From an optimization exercise on the open Yosys and OpenROAD flow, aimed at small area, a short achievable clock period and few clock cycles per item; shortcuts taken in it are not production practice. Only the layout flow was run in this run; the RTL was not checked for function there. Power is estimated from default activity; no workload was simulated.

File: design/flow/config.mk
export PLATFORM = sky130hd
export DESIGN_NAME = pce_codec
export DESIGN_NICKNAME = pce_codec
export VERILOG_FILES = /design/flow/design.v
export SDC_FILE = /design/flow/constraint.sdc
export NUM_CORES = 4
export LEC_CHECK = 0
export ABC_AREA = 1
export CAP_MARGIN = 20
export CORE_MARGIN = 2
export CORE_UTILIZATION = 25
export PLACE_DENSITY = 0.5
export SLEW_MARGIN = 20
File: design/flow/constraint.sdc
create_clock -name core_clock -period 13.0 [get_ports {clk}]
set_input_delay 2.6000 -clock core_clock [delete_from_list [all_inputs] [get_ports {clk}]]
set_output_delay 2.6000 -clock core_clock [all_outputs]
set_load 0.01 [all_outputs]
File: design/flow/design.v
module pce_codec (
    input  wire        clk,
    input  wire        rst,         
    input  wire        start,       
    input  wire        mode,        
    input  wire [5:0]  n_in,
    input  wire [5:0]  p_in,
    input  wire [5:0]  l_in,
    input  wire [32:0] data_in,
    output wire        done,        
    output wire [2:0]  err,         
    output wire [5:0]  res,         
    output wire [32:0] data_out
);
    localparam W  = 4;              
    localparam WV = W + 18;         
    localparam ERR_NONE      = 3'd0;
    localparam ERR_DIVERGED  = 3'd2;
    localparam ERR_MALFORMED = 3'd3;
    localparam ERR_PRECOND   = 3'd4;
    localparam S_IDLE = 3'd0;
    localparam S_SCAN = 3'd1;       
    localparam S_MPB  = 3'd2;       
    localparam S_CORR = 3'd3;       
    localparam S_D1   = 3'd4;       
    localparam S_D2   = 3'd5;       
    localparam S_D3   = 3'd6;       
    reg [2:0]  st;
    reg [32:0] R;
    reg [5:0]  n, p, l;
    reg [4:0]  i;                   
    reg [5:0]  rem;                 
    reg [5:0]  cnt;
    reg [3:0]  jq;                  
    reg        qsrc;                
    reg [5:0]  L;                   
    reg        q1;                  
    reg        chg;
    reg [2:0]  err_r;
    reg        done_r;
    assign data_out = R;
    assign res      = cnt;
    assign err      = err_r;
    assign done     = done_r;
    function [32:0] rot;            
        input [32:0] v;
        input [5:0]  a;
        reg   [65:0] d;
        begin
            d   = {v, v} >> a;
            rot = d[32:0];
        end
    endfunction
    function [32:0] therm;          
        input [6:0] v;
        integer b;
        begin
            for (b = 0; b < 33; b = b + 1)
                therm[b] = (b < v);
        end
    endfunction
    reg [2:0] k;
    always @* begin
        if      (n <= 6'd1)  k = 3'd0;
        else if (n <= 6'd2)  k = 3'd1;
        else if (n <= 6'd4)  k = 3'd2;
        else if (n <= 6'd8)  k = 3'd3;
        else if (n <= 6'd16) k = 3'd4;
        else if (n <= 6'd32) k = 3'd5;
        else                 k = 3'd6;
    end
    wire valid = (n >= 6'd1) && (n <= 6'd32) && (p >= 6'd1) && (p <= l) &&
                 (l <= n) && ({1'b0, l} == {1'b0, p} + {4'b0, k} + 7'd1);
    wire [5:0] nl   = n + 6'd1 - l;               
    wire [5:0] nk   = n - {3'b0, k};
    wire       pbig = (p >= 6'd15);
    wire [5:0] uamt  = (p >= 6'd13) ? p - 6'd13 : p + 6'd20;
    wire [32:0] U    = rot(R, uamt);             
    wire m16 = (k >= 3'd3);
    wire m17 = (k >= 3'd4);
    wire m18 = (k >= 3'd5);
    reg [12:0] ok [0:W-1];
    reg [12:0] jv;
    integer o, j, y;
    always @* begin
        for (j = 0; j < 13; j = j + 1)
            jv[j] = (j + 2 <= p);
        for (o = 0; o < W; o = o + 1)
            for (j = 0; j < 13; j = j + 1) begin
                ok[o][j] = 1'b1;
                for (y = 12 - j; y <= 18; y = y + 1)
                    if (R[o + y - 12 + j] != U[o + y] &&
                        (y < 16 || (y == 16 && m16) || (y == 17 && m17) || (y == 18 && m18)))
                        ok[o][j] = 1'b0;
            end
    end
    reg [W-1:0] vw;
    reg [3:0]   jmax [0:W-1];
    always @* begin
        for (o = 0; o < W; o = o + 1) begin
            vw[o]   = (|(ok[o] & jv)) && !rem[5] && (o <= rem);
            jmax[o] = 4'd0;
            for (j = 0; j < 13; j = j + 1)
                if (ok[o][j] && jv[j]) jmax[o] = j;
        end
    end
    reg        viol;
    reg [3:0]  ostar;
    always @* begin
        viol  = 1'b0;
        ostar = 4'd0;
        for (o = W - 1; o >= 0; o = o - 1)
            if (vw[o]) begin
                viol  = 1'b1;
                ostar = o;
            end
    end
    wire pass_end = rem[5] || (rem < W);
    reg [5:0] ga;
    always @* begin
        case (st)
            S_SCAN:  ga = 6'd33 - {1'b0, i};
            S_MPB:   ga = L;
            S_CORR:  ga = {3'b0, k} + 6'd1;
            S_D1:    ga = nk;
            S_D2:    ga = 6'd32 - {3'b0, k};
            S_D3:    ga = q1 ? {1'b0, i} : 6'd33 - L;
            default: ga = 6'd0;
        endcase
    end
    wire [32:0] G = rot(R, ga);
    wire [5:0]  qc   = qsrc ? L : p - 6'd1 - {2'b0, jq};
    wire [32:0] thlL = therm({1'b0, l} - {1'b0, L});
    wire        perL = &((R ~^ G) | ~thlL);
    wire [5:0]  e    = n - {1'b0, i};
    wire [5:0]  ek   = nk - {1'b0, i};
    wire [32:0] thq  = therm({1'b0, qc});
    wire [32:0] thq1 = therm({1'b0, qc} + 7'd1);
    wire [32:0] thp  = therm({1'b0, p});
    wire [32:0] thek = therm({1'b0, ek});
    wire [32:0] the  = therm({1'b0, e});
    wire [32:0] rec  = {28'd0, i} << ek;
    reg  [32:0] corr;
    integer x;
    always @* begin
        for (x = 0; x < 33; x = x + 1) begin
            if (thq[x])       corr[x] = R[x];
            else if (thq1[x]) corr[x] = 1'b1;
            else if (thp[x])  corr[x] = 1'b0;
            else if (thek[x]) corr[x] = G[x];
            else if (the[x])  corr[x] = rec[x];
            else if (x == e)  corr[x] = 1'b0;
            else              corr[x] = R[x];
        end
    end
    wire [4:0]  d_idx  = G[4:0] & ~(5'h1f << k);
    wire        d_last = G[k];
    wire [6:0]  i_p    = {2'b0, i} + {1'b0, p};
    wire [6:0]  i_l    = {2'b0, i} + {1'b0, l};
    wire [6:0]  i_L    = {2'b0, i} + {1'b0, L};
    wire [32:0] th_i1  = therm({2'b0, i} + 7'd1);
    wire [32:0] th_ip  = therm(i_p);
    wire [32:0] th_il  = therm(i_l);
    wire [32:0] th_iL  = therm(i_L);
    wire [32:0] th_n   = therm({1'b0, n});
    wire [32:0] th_n1  = therm({1'b0, n} + 7'd1);
    wire [32:0] mk     = R & ~th_i1 & th_ip;
    reg  [5:0]  jpos;
    always @* begin
        jpos = 6'd0;
        for (x = 0; x < 33; x = x + 1)
            if (mk[x]) jpos = x;
    end
    wire        found  = |mk;
    wire [5:0]  qd     = jpos - {1'b0, i};
    wire        idxbad = ({1'b0, i} > nl);
    reg [32:0] tail, rep;
    always @* begin
        for (x = 0; x < 33; x = x + 1) begin
            tail[x] = (!th_il[x] && th_n1[x]) ? G[x] : R[x];
            rep[x]  = (!th_iL[x] && th_il[x]) ? (q1 ? G[0] : G[x]) : R[x];
        end
    end
    reg [32:0] load;
    integer b;
    always @* begin
        for (b = 0; b < 33; b = b + 1) begin
            if (mode == 1'b0)
                load[b] = (b < n_in) ? data_in[b] : (b == n_in);
            else
                load[b] = (b <= n_in) ? data_in[b] : 1'b0;
        end
    end
    always @(posedge clk) begin
        if (rst) begin
            st     <= S_IDLE;
            done_r <= 1'b0;
        end else begin
            done_r <= 1'b0;
            case (st)
                S_IDLE: begin
                    if (start) begin
                        R    <= load;
                        n    <= n_in;
                        p    <= p_in;
                        l    <= l_in;
                        i    <= 5'd0;
                        rem  <= n_in + 6'd1 - l_in;
                        cnt  <= 6'd0;
                        chg  <= 1'b0;
                        st   <= mode ? S_D1 : S_SCAN;
                    end
                end
                S_SCAN: begin
                    if (!valid) begin
                        st     <= S_IDLE;
                        done_r <= 1'b1;
                        err_r  <= ERR_PRECOND;
                    end else if (viol) begin
                        R    <= rot(R, {2'b0, ostar});
                        i    <= i + ostar;
                        rem  <= rem - ostar;
                        jq   <= jmax[ostar];
                        qsrc <= 1'b0;
                        L    <= 6'd1;
                        st   <= pbig ? S_MPB : S_CORR;
                    end else if (pass_end) begin
                        R <= G;                     
                        if (chg) begin
                            i   <= 5'd0;
                            rem <= nl;
                            chg <= 1'b0;
                        end else begin
                            st     <= S_IDLE;
                            done_r <= 1'b1;
                            err_r  <= ERR_NONE;
                        end
                    end else begin
                        R   <= rot(R, W);
                        i   <= i + W;
                        rem <= rem - W;
                    end
                end
                S_MPB: begin
                    if (perL) begin
                        qsrc <= 1'b1;
                        st   <= S_CORR;
                    end else if (L == p - 6'd14) begin
                        st   <= S_CORR;
                    end else begin
                        L    <= L + 6'd1;
                    end
                end
                S_CORR: begin
                    if (cnt == n) begin
                        st     <= S_IDLE;
                        done_r <= 1'b1;
                        err_r  <= ERR_DIVERGED;
                    end else begin
                        R   <= {corr[0], corr[32:1]};
                        cnt <= cnt + 6'd1;
                        chg <= 1'b1;
                        i   <= i + 5'd1;
                        rem <= rem - 6'd1;
                        st  <= S_SCAN;
                    end
                end
                S_D1: begin
                    if (!valid) begin
                        st     <= S_IDLE;
                        done_r <= 1'b1;
                        err_r  <= ERR_PRECOND;
                    end else if (d_last) begin
                        R      <= R & th_n;
                        st     <= S_IDLE;
                        done_r <= 1'b1;
                        err_r  <= ERR_NONE;
                    end else if (cnt == n) begin
                        st     <= S_IDLE;
                        done_r <= 1'b1;
                        err_r  <= ERR_MALFORMED;
                    end else begin
                        i  <= d_idx;
                        st <= S_D2;
                    end
                end
                S_D2: begin
                    if (idxbad || !found) begin
                        st     <= S_IDLE;
                        done_r <= 1'b1;
                        err_r  <= ERR_MALFORMED;
                    end else begin
                        R   <= tail;
                        L   <= qd;
                        q1  <= (qd == 6'd1);
                        cnt <= cnt + 6'd1;
                        st  <= S_D3;
                    end
                end
                S_D3: begin
                    R <= rep;
                    if (q1 || ({L, 1'b0} >= {1'b0, l}))
                        st <= S_D1;
                    else
                        L <= {L[4:0], 1'b0};
                end
                default: st <= S_IDLE;
            endcase
        end
    end
endmodule
File: design/flow/run.sh
#!/bin/bash
# synth_recipe.tcl (not shown) runs the flow's synth.tcl, then flattens the netlist and writes it again
# the make line also repeats each setting of config.mk as NAME=value (left out here)
make -C /OpenROAD-flow-scripts/flow DESIGN_CONFIG=/design/flow/config.mk WORK_HOME=/design/flow/orfs CLKGATE_MAP_FILE= SYNTH_SCRIPT=/design/flow/synth_recipe.tcl finish
==> out/qor.yml <==
status:
  status: "no timing/DRC/antenna violations"
floorplan:
  io-pin-count: 98
  die_h_um: 343
  rows: 124
  die_w_um: 343
  core-area_um2: 114000
  dieArea_um2: 118000
  initial_utilization: 0.252
critical_path:
  cp-end-kind: "flop"
  start_kind: "flop"
  cp.required_ns: 13.10
  cp_slowest_cell: "edfxtp_1"
  regToRegStartpoint: "p[0]$_DFFE_PP_"
  crit_start: "p[0]$_DFFE_PP_"
  crit_type: "flop to flop"
  crit_top_cell: "nand2_1"
  critPathMaxFanout: 38
  arrival_ns: 9.78
  max_stage_delay_ns: 0.77
detailed_routing:
  vias: 41000
  antenna_left: 0
  drt_first_pass_iters: 10
  avgRoutedWirePerCell_um: 27.1
  drtIter0Drc: 7166
  viasPerCell: 5.93
  drt_wl_total_um: 187000
  drc: 0
logic_synthesis:
  synth-seq-cells: 88
  synth_ff_type: "edfxtp_1"
  synth_edf_count: 84
  yosysTopAreaCell: "nand2_1"
  syn_area_um2: 28800
  netlist.area_leader.share: 0.209
  syn_area_per_cell_um2: 5.28
  seq_area_frac_synth: 0.0904
  synthTopCellsByArea: "nand2_1 (21%), nand3_1 (17%), edfxtp_1 (8.8%)"
  ys_warn_count: 3
  synth_cell_types: 73
  syn_inst: 5449
  synthesis.nets: 5654
  async_reset_ff_frac: 0
timing:
  final_max_slew_viol_count: 0
  setup_viol: 0
  rsz0062_at_grt: "no"
  finalCriticalPeriod_ns: 9.67
  relSlewSlack: 0.172
  fmax_mhz: 103
  hold_viol_final: 0
  max_slew.worst_pin.slew_ns: 1.24
  fin_setup_tns_ns: 0
  fin_skew_ns: 0.0154
  fin_crit_sh: 0.744
min_path:
  hold_start: "st[0]$_SDFFE_PP0P_"
  hold_class: "flop to flop"
cells_and_area:
  mostFrequentLayoutCells: "nand2_1 (1606), nand3_1 (956), nor2_1 (573)"
  layout-drive-gt1-share: 0.0404
  n_fill_cell: 13200
  syn2layout_area_growth_pct: 9.93
  layout_commonest_cell: "nand2_1"
  regArea_um2: 2600
  multiInputGateArea_um2: 23000
  nets: 5590
  fin_util: 0.277
clock_network:
  cts_resized: 0
  cts.sinks: 88
  cts-buffers-inserted: 9
  root_buffer: "clkbuf_16"
  cts.clk_slew.worst_paths_ns: 0.07
  cts_setup_buffers: 0
  insertion_delay_ns: 0.40
  clock_path_buffers: 2
  htree_levels: 3
  cts_tree: "done"
  hold_buffers: 0
placement:
  dpl.hpwl_um: 141000
  finalWeightedCongestion: 1.13
  io_buffers: 97
global_routing:
  grt_max_degree: 62
  grt.total_usage: 0.303
  antenna_found_initial: 10
  grt_overflow: 0
  grt_pass1_vias: 35900
  grt_pass1_wl_um: 261000
pwr:
  p_leak_nw: 15.0
  vdd_ir_drop_max_v: 0.0000757
  power_density_nw_per_um2: 129
job:
  cap_violations: 0
-- metrics by stage --
step           hold slack (ns)  setup WS [ns]  cell area [µm²]  total power (W)  std cells
2_1_floorplan            0.489           7.07            28800          0.00236       5449
3_3_place_gp             0.539           3.75            31300          0.00354       6886
3_5_place_dp             0.542           3.77            31300          0.00352       6886
4_1_cts                  0.553           3.73            31600          0.00387       6902
5_1_grt                  0.607           3.00            31600          0.00426       6902
6_report                 0.553           3.33            31700          0.00409       6911
-- final cells by class --
class | count | share of cell area
multi-input combinational | 4558 | 0.728
sequential | 88 | 0.0822
inverter | 529 | 0.0628
tap | 1512 | 0.0598
timing repair buffer | 199 | 0.0549
clock buffer | 10 | 0.00723
clock inverter | 6 | 0.00443
antenna | 9 | 0.000712
-- routing by layer --
metal | part of all wire | track usage
met1 | 0.39 | 0.391
met2 | 0.39 | 0.425
met3 | 0.14 | 0.0991
met4 | 0.084 | 0.206
met5 | 0.00043 | 0
-- worst max-delay path, delay by kind of cell (launching register included) --
kind,cells,cell delay (ns)
AOI/OAI and AO/OA,5,0.88
xor gates and xnor gates,1,0.14
adders and majority gates,3,1.29
buffers and inverters,5,1.71
DFF,1,0.77
and+or+nand+nor,19,4.50
-- registers in the layout (all words and copies together), names as in the netlist, 3 cells and up --
name,cells
i,5
rem,6
err_r,3
R,33
jq,4
st,3
n,6
p,6
l,6
L,6
cnt,6
-- report_power, final --
group	switching (W)	internal (W)
logic	0.00253	0.000824
clock network	0.000137	0.000210
registers	0.0000375	0.000349
-- synth_stat cells, drive strengths merged, types with 2 or more instances --
| master | number |
|---|---|
| o21ai | 380 |
| nand4 | 72 |
| and2 | 16 |
| inv | 509 |
| nor3b | 4 |
| o221ai | 13 |
| nand3 | 967 |
| ha | 136 |
| nor2 | 585 |
| xnor2 | 17 |
| and3 | 2 |
| nor4 | 16 |
| o2111ai | 19 |
| a21o | 2 |
| a311oi | 7 |
| nor3 | 72 |
| a31o | 3 |
| clkbuf | 161 |
| o311ai | 11 |
| nand3b | 15 |
| a2111oi | 5 |
| a21oi | 231 |
| a32oi | 2 |
| o211ai | 96 |
| a221oi | 5 |
| o41ai | 3 |
| nand2 | 1632 |
| o21bai | 8 |
| a22oi | 10 |
| clkinv | 20 |
| or2 | 10 |
| o22ai | 12 |
| o31ai | 9 |
| a211oi | 26 |
| fa | 14 |
| dfxtp | 4 |
| o21a | 6 |
| buf | 113 |
| edfxtp | 84 |
| o32ai | 3 |
| a31oi | 31 |
| xor2 | 108 |
-- logic make-up after synthesis --
group | count (synthesis) | share of synthesized area
AO/OA/AOI/OAI | 889 | 0.182
buffers and inverters | 803 | 0.112
adder cells (fa/ha/maj) | 150 | 0.0688
flip-flops | 88 | 0.0904
AND/OR/NAND/NOR | 3393 | 0.507
XOR/XNOR | 125 | 0.0395
multiplexers | 1 | 0.000348
-- worst paths after layout --
check	to	slack (ns)	cells past startpoint
max	i[2]$_DFFE_PP_	3.33	33
min	st[0]$_SDFFE_PP0P_	0.55	2
max reg2reg	i[2]$_DFFE_PP_	3.33	33
min reg2reg	st[0]$_SDFFE_PP0P_	0.55	2

-- what the ideal ports hide --
No port has a modelled driver above. Below, the same layout with a new extraction and two added sets of constraints. Step 1 assumes that a clkbuf_16 drives the clock port and a buf_2 every other input. Step 2 times the ports against the registers' clock, not the clock port: input delays grow and output delays shrink by t, the midpoint of the rising clock arrivals with the driver on. Slacks: ideal / step 1 / step 2; pairs: ideal / step 1.
t, ns: 0.442
slack for setup (ns): 3.326 / 3.326 / 3.326
worst register clock-pin slew, ns: 0.08 / 0.08
worst data-port slew with drivers (ns): 0.06
pins driven straight from the clock port: 1
After both steps setup and hold are still met in this run. For this run, drivers alone change the setup slack by 0.000 ns; drivers and shift together by 0.000 ns.
